What follows belongs to an exercise in optimizing a design on an open flow for a short achievable clock period and few clock cycles; a production flow would make more cautious choices.
Only simulation tests tie the RTL to the original design; equivalence was not proved.
Power is estimated from default activity; no workload was simulated.

==> flow/design.v (excerpt) <==
module tho_core (
    input  wire        clk,
    input  wire        rst,           
    input  wire [7:0]  prog_len,      
    output wire [7:0]  imem_addr,     
    input  wire [15:0] imem_data,     
    output reg         retire_valid,  
    output reg         out_valid,     
    output reg  [3:0]  out_data,      
    output reg  [1:0]  run_state,     
    output reg  [3:0]  fault_op,
    output reg  [7:0]  fault_pc,
    output reg  [3:0]  acc,
    output reg         zf,
    output reg         cf,
    output reg  [7:0]  pc,
    output wire [63:0] mem            
);
Size: about 2300 cells after synthesis, roughly 200 flip-flops, ~130 I/O pins.
==> flow/config.mk <==
export PLATFORM = sky130hd
export DESIGN_NAME = tho_core
export DESIGN_NICKNAME = tho_core
export VERILOG_FILES = /design/flow/design.v
export SDC_FILE = /design/flow/constraint.sdc
export NUM_CORES = 4
export LEC_CHECK = 0
export CAP_MARGIN = 20
export CORE_MARGIN = 2
export CORE_UTILIZATION = 40
export SETUP_SLACK_MARGIN = 2.7
export SLEW_MARGIN = 20
export SYNTH_HIERARCHICAL = 1
==> flow/constraint.sdc <==
create_clock -name core_clock -period 4.5 [get_ports {clk}]
set_input_delay 0.9000 -clock core_clock [delete_from_list [all_inputs] [get_ports {clk}]]
set_output_delay 0.9000 -clock core_clock [all_outputs]
set_load 0.01 [all_outputs]
run.sh (not shown) runs the stock make flow with config.mk's settings and CLKGATE_MAP_FILE= SYNTH_SCRIPT=/design/flow/synth_recipe.tcl, a recipe that flattens the netlist after the stock synthesis.
Testbench counts at the start, summed over its fixed seeds: cycles 74,218.
Change:
--- a/flow/design.v
+++ b/flow/design.v
@@ -102,29 +102,36 @@
     wire [3:0] nl, na, ns, nen;       
     wire [3:0] no;
     genvar k;
     generate for (k = 0; k < 4; k = k + 1) begin : iv
         tho_inv ip (.a(p1[k]), .y(np[k]));
         tho_inv io (.a(op[k]), .y(no[k]));
         tho_nand4 ol (.a(op[0]), .b(no[1]), .c(no[2]), .d(no[3]), .y(nl[k]));    
         tho_nand4 oa (.a(no[0]), .b(no[1]), .c(op[2]), .d(no[3]), .y(na[k]));    
         tho_nand4 os (.a(op[0]), .b(no[1]), .c(op[2]), .d(no[3]), .y(ns[k]));    
         tho_orn   oe (.a(rst), .b(exec), .y(nen[k]));
     end
     for (k = 0; k < 16; k = k + 1) begin : dec
+        wire dl, da, ds;
         tho_nand4 d (.a(k & 1 ? p1[0] : np[0]), .b(k & 2 ? p1[1] : np[1]),
                      .c(k & 4 ? p1[2] : np[2]), .d(k & 8 ? p1[3] : np[3]), .y(dn[k]));
-        tho_nor3  l (.a(nl[k/4]), .b(dn[k]), .c(nen[k/4]), .y(sl[k]));
-        tho_nor3  s1 (.a(na[k/4]), .b(dn[k]), .c(nen[k/4]), .y(sa[k]));
-        tho_nor3  s2 (.a(ns[k/4]), .b(dn[k]), .c(nen[k/4]), .y(ss[k]));
+        tho_nand4 e0 (.a(k & 1 ? p1[0] : np[0]), .b(k & 2 ? p1[1] : np[1]),
+                      .c(k & 4 ? p1[2] : np[2]), .d(k & 8 ? p1[3] : np[3]), .y(dl));
+        tho_nand4 e1 (.a(k & 1 ? p1[0] : np[0]), .b(k & 2 ? p1[1] : np[1]),
+                      .c(k & 4 ? p1[2] : np[2]), .d(k & 8 ? p1[3] : np[3]), .y(da));
+        tho_nand4 e2 (.a(k & 1 ? p1[0] : np[0]), .b(k & 2 ? p1[1] : np[1]),
+                      .c(k & 4 ? p1[2] : np[2]), .d(k & 8 ? p1[3] : np[3]), .y(ds));
+        tho_nor3  l (.a(nl[k/4]), .b(dl), .c(nen[k/4]), .y(sl[k]));
+        tho_nor3  s1 (.a(na[k/4]), .b(da), .c(nen[k/4]), .y(sa[k]));
+        tho_nor3  s2 (.a(ns[k/4]), .b(ds), .c(nen[k/4]), .y(ss[k]));
     end endgenerate
 endmodule
 module tho_alu_bit #(parameter NC = 1) (
     input  wire [15:0]   sl, sa, ss,    
     input  wire [15:0]   dl, da, ds,    
     input  wire [NC-1:0] h,             
     output wire [NC-1:0] y              
 );
     wire [47:0] s = {ss, sa, sl};
     wire [47:0] d = {ds, da, dl};
     wire [23:0] t;
     wire [5:0]  n;
@@ -400,30 +407,39 @@
     tho_inc8    fi (.a(fa), .y(finc));
     tho_predsel ps (.eq0(eq_v[0]), .eq1(eq_v[1]), .v0(vt_v[0]), .v1(vt_v[1]), .rs(wv & ~seq_ok),
                     .t0(btgt[0]), .t1(btgt[1]), .finc(finc), .ov(pc1), .rst(rst), .rv({7'd0, r2}), .y(fa_seq));
     tho_predsel pt (.eq0(eq_v[0]), .eq1(eq_v[1]), .v0(vt_v[0]), .v1(vt_v[1]), .rs(wv & ~tgt_ok),
                     .t0(btgt[0]), .t1(btgt[1]), .finc(finc), .ov({4'd0, p1}), .rst(rst), .rv({7'd0, r2}), .y(fa_tgt));
     wire [8:0] f_seq  = {rst ? r2 : (~wv | seq_ok), fa_seq};
     wire [8:0] f_tgt  = {rst ? r2 : (~wv | tgt_ok), fa_tgt};
     wire [8:0] f_d;
     genvar fk;
     generate for (fk = 0; fk < 9; fk = fk + 1) begin : fmx
         tho_mx2 m (.s(jt), .a(f_seq[fk]), .b(f_tgt[fk]), .y(f_d[fk]));
     end endgenerate
-    wire        nw = ~(exec & (is_sta | is_sto));
-    wire [3:0]  wd = is_sto ? p2 : acc;
+    wire [3:0]  nw;
+    wire [3:0]  nop;
+    wire [3:0]  wd;
+    genvar wk;
+    generate for (wk = 0; wk < 4; wk = wk + 1) begin : wen
+        tho_inv   i (.a(op[wk]), .y(nop[wk]));
+    end
+    for (wk = 0; wk < 4; wk = wk + 1) begin : wcp
+        tho_nand4 n (.a(exec), .b(nop[3]), .c(nop[2]), .d(op[1]), .y(nw[wk]));
+        tho_mx2   m (.s(op[0]), .a(acc[wk]), .b(p2[wk]), .y(wd[wk]));
+    end endgenerate
     wire [63:0] dmem_d;
     generate
         for (g = 0; g < 16; g = g + 1) begin : mw
-            tho_memw u (.dn(dn[g]), .nw(nw), .rst(rst), .wd(wd), .m(dmem[4*g +: 4]), .y(dmem_d[4*g +: 4]));
+            tho_memw u (.dn(dn[g]), .nw(nw[g/4]), .rst(rst), .wd(wd), .m(dmem[4*g +: 4]), .y(dmem_d[4*g +: 4]));
         end
     endgenerate
     always @(posedge clk) begin
         run_state <= {rs1_n, rs0_n};
         fa <= f_d[7:0];
         wv <= f_d[8];
         rn <= rst ? (prog_len != 8'd0) : (rn & ~stop);
         dmem <= dmem_d;
         acc <= alu_d[3:0];
         accx <= accx_d;
         zf  <= alu_d[4];
         cf  <= alu_d[5];
Result:
- worst setup slack loses 0.18 ns
- flip-flop and latch count stays the same
- routed wire length climbs by about 1.2%
- sequential share of layout area is lower by 0.29 points
- clock power went down by about 4%
- final cell count increases by 2.4%
Testbench counts after the change, summed over its fixed seeds: cycles 74,218.

---

yarrow:
Another version of the RTL of tho_core (not shown whole).
Size: roughly 200 flip-flops, roughly 130 I/O pins, about 0.020 mm^2 of cells after synthesis.
==> module tho_alu_cell, before the edit <==
module tho_alu_cell (
    input  wire [3:0] m,        
    input  wire [3:0] a,        
    input  wire [3:1] ao,       
    output wire [5:0] yl,
    output wire [5:0] ya,
    output wire [5:0] ys
);
    wire [3:0] p;                       
    wire [3:0] g, t, ng;                
    wire [3:0] h, u, nh;                
    genvar k;
    generate for (k = 0; k < 4; k = k + 1) begin : lv1
        tho_xor2   xp (.a(a[k]), .b(m[k]), .y(p[k]));
        tho_and2   xg (.a(a[k]), .b(m[k]), .y(g[k]));
        tho_or2    xt (.a(a[k]), .b(m[k]), .y(t[k]));
        tho_nand2  xn (.a(a[k]), .b(m[k]), .y(ng[k]));
        tho_and2b  xh (.an(m[k]), .b(a[k]), .y(h[k]));
        tho_or2b   xu (.a(a[k]), .bn(m[k]), .y(u[k]));
        tho_nand2b xm (.an(m[k]), .b(a[k]), .y(nh[k]));
    end endgenerate
    wire q10, q21, q210, q32, q321, q3210;
    wire c2, c3, c4, s1, s2, s3;
    tho_nand2 k10   (.a(t[1]), .b(g[0]), .y(q10));
    tho_nand2 k21   (.a(t[2]), .b(g[1]), .y(q21));
    tho_nand3 k210  (.a(t[2]), .b(t[1]), .c(g[0]), .y(q210));
    tho_nand2 k32   (.a(t[3]), .b(g[2]), .y(q32));
    tho_nand3 k321  (.a(t[3]), .b(t[2]), .c(g[1]), .y(q321));
    tho_nand4 k3210 (.a(t[3]), .b(t[2]), .c(t[1]), .d(g[0]), .y(q3210));
    tho_nand2 kc2   (.a(ng[1]), .b(q10), .y(c2));
    tho_nand3 kc3   (.a(ng[2]), .b(q21), .c(q210), .y(c3));
    tho_nand4 kc4   (.a(ng[3]), .b(q32), .c(q321), .d(q3210), .y(c4));
    tho_xnor2 as1   (.a(p[1]), .b(ng[0]), .y(s1));
    tho_xor2  as2   (.a(p[2]), .b(c2), .y(s2));
    tho_xor2  as3   (.a(p[3]), .b(c3), .y(s3));
    wire za;
    wire [3:1] zx;
    tho_xor2  az1   (.a(p[1]), .b(ao[1]), .y(zx[1]));
    tho_xor2  az2   (.a(p[2]), .b(ao[2]), .y(zx[2]));
    tho_xor2  az3   (.a(p[3]), .b(ao[3]), .y(zx[3]));
    tho_nor4  aza   (.a(p[0]), .b(zx[1]), .c(zx[2]), .d(zx[3]), .y(za));
    assign ya = {c4, za, s3, s2, s1, p[0]};
    wire r10, r21, r210, r32, r321, r3210;
    wire e2, e3, bo, d1, d2, d3;
    tho_nand2 j10   (.a(u[1]), .b(u[0]), .y(r10));
    tho_nand2 j21   (.a(u[2]), .b(h[1]), .y(r21));
    tho_nand3 j210  (.a(u[2]), .b(u[1]), .c(u[0]), .y(r210));
    tho_nand2 j32   (.a(u[3]), .b(h[2]), .y(r32));
    tho_nand3 j321  (.a(u[3]), .b(u[2]), .c(h[1]), .y(r321));
    tho_nand4 j3210 (.a(u[3]), .b(u[2]), .c(u[1]), .d(u[0]), .y(r3210));
    tho_nand2 je2   (.a(nh[1]), .b(r10), .y(e2));
    tho_nand3 je3   (.a(nh[2]), .b(r21), .c(r210), .y(e3));
    tho_and4x jbo   (.a(nh[3]), .b(r32), .c(r321), .d(r3210), .y(bo));    
    tho_xnor2 sd1   (.a(p[1]), .b(u[0]), .y(d1));
    tho_xnor2 sd2   (.a(p[2]), .b(e2), .y(d2));
    tho_xnor2 sd3   (.a(p[3]), .b(e3), .y(d3));
    wire zs;
    tho_nor4  szs   (.a(p[0]), .b(p[1]), .c(p[2]), .d(p[3]), .y(zs));
    assign ys = {bo, zs, d3, d2, d1, p[0]};
    wire zl;
    tho_nor4  lz (.a(m[0]), .b(m[1]), .c(m[2]), .d(m[3]), .y(zl));
    assign yl = {1'b0, zl, m};
endmodule
==> module tho_alu_bit, before the edit <==
module tho_alu_bit #(parameter NC = 1) (
    input  wire [15:0]   sl, sa, ss,    
    input  wire [15:0]   dl, da, ds,    
    input  wire [NC-1:0] h,             
    output wire [NC-1:0] y              
);
    wire [47:0] s = {ss, sa, sl};
    wire [47:0] d = {ds, da, dl};
    wire [23:0] t;
    wire [5:0]  n;
    wire [2:0]  v;
    genvar k;
    generate for (k = 0; k < 24; k = k + 1) begin : pair
        tho_a22oi g (.a(s[2*k]), .b(d[2*k]), .c(s[2*k+1]), .d(d[2*k+1]), .y(t[k]));
    end
    for (k = 0; k < 6; k = k + 1) begin : quad
        tho_nand4 g (.a(t[4*k]), .b(t[4*k+1]), .c(t[4*k+2]), .d(t[4*k+3]), .y(n[k]));
    end
    for (k = 0; k < 3; k = k + 1) begin : half
        tho_nor2 g (.a(n[2*k]), .b(n[2*k+1]), .y(v[k]));
    end endgenerate
    generate for (k = 0; k < NC; k = k + 1) begin : cp
        tho_nand4 o (.a(v[0]), .b(v[1]), .c(v[2]), .d(h[k]), .y(y[k]));
    end endgenerate
endmodule
make LEC_CHECK=0 CAP_MARGIN=20 CORE_MARGIN=2 CORE_UTILIZATION=40 SETUP_SLACK_MARGIN=2.7 SLEW_MARGIN=20 SYNTH_HIERARCHICAL=1 finish   # period 4.5 ns
Testbench counts of yarrow, summed over its fixed seeds: cycles 74,218.
Inputs modified between yarrow and indigo:
-- flow/design.v --
<<< yarrow, line 27
module tho_nor2b  (input wire a, bn, output wire y);    assign y = ~(a | ~bn);        endmodule
module tho_o21ai  (input wire a1, a2, b1, output wire y); assign y = ~((a1 | a2) & b1); endmodule
module tho_o21a   (input wire a1, a2, b1, output wire y); assign y = (a1 | a2) & b1;    endmodule
module tho_a22oi  (input wire a, b, c, d, output wire y); assign y = ~((a & b) | (c & d)); endmodule
>>> indigo, line 27
module tho_nor2b  (input wire a, bn, output wire y);    assign y = ~(a | ~bn);        endmodule
module tho_o21ai  (input wire a1, a2, b1, output wire y); assign y = ~((a1 | a2) & b1); endmodule
module tho_o211ai (input wire a1, a2, b1, c1, output wire y); assign y = ~((a1 | a2) & b1 & c1); endmodule
module tho_o21a   (input wire a1, a2, b1, output wire y); assign y = (a1 | a2) & b1;    endmodule
module tho_a22oi  (input wire a, b, c, d, output wire y); assign y = ~((a & b) | (c & d)); endmodule
<<< yarrow, line 52
    wire q10, q21, q210, q32, q321, q3210;
    wire c2, c3, c4, s1, s2, s3;
    tho_nand2 k10   (.a(t[1]), .b(g[0]), .y(q10));
    tho_nand2 k21   (.a(t[2]), .b(g[1]), .y(q21));
    tho_nand3 k210  (.a(t[2]), .b(t[1]), .c(g[0]), .y(q210));
>>> indigo, line 53
    wire q10, q21, q210, q32, q321, q3210;
    wire c2, c3, c4, s1, s2, s3;
    tho_o211ai k10  (.a1(a[1]), .a2(m[1]), .b1(a[0]), .c1(m[0]), .y(q10));
    tho_nand2 k21   (.a(t[2]), .b(g[1]), .y(q21));
    tho_nand3 k210  (.a(t[2]), .b(t[1]), .c(g[0]), .y(q210));
<<< yarrow, line 129
    wire [23:0] t;
    wire [5:0]  n;
    wire [2:0]  v;
    genvar k;
    generate for (k = 0; k < 24; k = k + 1) begin : pair
>>> indigo, line 130
    wire [23:0] t;
    wire [5:0]  n;
    genvar k;
    generate for (k = 0; k < 24; k = k + 1) begin : pair
<<< yarrow, line 136
    for (k = 0; k < 6; k = k + 1) begin : quad
        tho_nand4 g (.a(t[4*k]), .b(t[4*k+1]), .c(t[4*k+2]), .d(t[4*k+3]), .y(n[k]));
    end
    for (k = 0; k < 3; k = k + 1) begin : half
        tho_nor2 g (.a(n[2*k]), .b(n[2*k+1]), .y(v[k]));
    end endgenerate
    generate for (k = 0; k < NC; k = k + 1) begin : cp
        tho_nand4 o (.a(v[0]), .b(v[1]), .c(v[2]), .d(h[k]), .y(y[k]));
    end endgenerate
>>> indigo, line 136
    for (k = 0; k < 6; k = k + 1) begin : quad
        tho_nand4 g (.a(t[4*k]), .b(t[4*k+1]), .c(t[4*k+2]), .d(t[4*k+3]), .y(n[k]));
    end endgenerate
    generate for (k = 0; k < NC; k = k + 1) begin : cp
        wire [2:0] v;
        tho_nor2  g0 (.a(n[0]), .b(n[1]), .y(v[0]));
        tho_nor2  g1 (.a(n[2]), .b(n[3]), .y(v[1]));
        tho_nor2  g2 (.a(n[4]), .b(n[5]), .y(v[2]));
        tho_nand4 o (.a(v[0]), .b(v[1]), .c(v[2]), .d(h[k]), .y(y[k]));
    end endgenerate
## What came out
Relative to yarrow, the share of cell area taken by flip-flops and latches of indigo is lower by 0.20 points. The run with more setup slack is indigo; yarrow has less. Compared to yarrow, indigo has clock buffer count 1 lower. The required time of the worst setup path of indigo and that of yarrow are within noise of each other. Sort indigo and yarrow by critical path depth in cells asc -> top: yarrow. Higher placement-stage cell area goes to indigo over yarrow. Going from yarrow to indigo, number of vias after detailed routing up 2.9%; sequential cell area was more or less identical; post-route total power decreased 2.6%; global-route usage picked up an extra 0.25 points; switching power now sits at about the same level. Compared with yarrow, indigo shows a largest clock skew in the final design that is 0.015 ns lower.
Testbench counts of indigo, summed over its fixed seeds: cycles 74,218.

[separate check: timing with driven ports]
In the flow no input, the clock included, has a driving cell. The finished layouts below were timed again as built, in two steps.
Step 1 assumes that a clkbuf_16 drives the clock port and a buf_2 every other input.
Step 2 adds t to the input delays and takes it off the output delays; t is the mean of the earliest and latest rising clock arrival at the registers after step 1. Input paths then give back, and output paths get back, about the clock's delay inside the block.
Slacks: no drivers / after step 1 / after step 2; pairs: no drivers / after step 1.
| run | t (ns) | slack for setup (ns) | worst setup path at the end | clock arrival spread, ns | worst register clock-pin slew, ns |
|---|---|---|---|---|---|
| the first run of note 1 | 0.559 | 2.337 / 2.325 / 1.766 | input to register | 0.017 / 0.018 | 0.09 / 0.09 |
| the second run of note 1 | 0.527 | 2.156 / 2.125 / 1.598 | input to register | 0.013 / 0.014 | 0.08 / 0.08 |
| yarrow | 0.559 | 2.219 / 2.184 / 1.625 | input to register | 0.032 / 0.032 | 0.11 / 0.11 |
| indigo | 0.552 | 2.296 / 2.287 / 1.735 | input to register | 0.017 / 0.018 | 0.09 / 0.09 |
After both steps every run listed still meets setup and hold. The setup slack of yarrow, which loses most, moves by -0.035 ns with the drivers and by -0.594 ns with both steps.
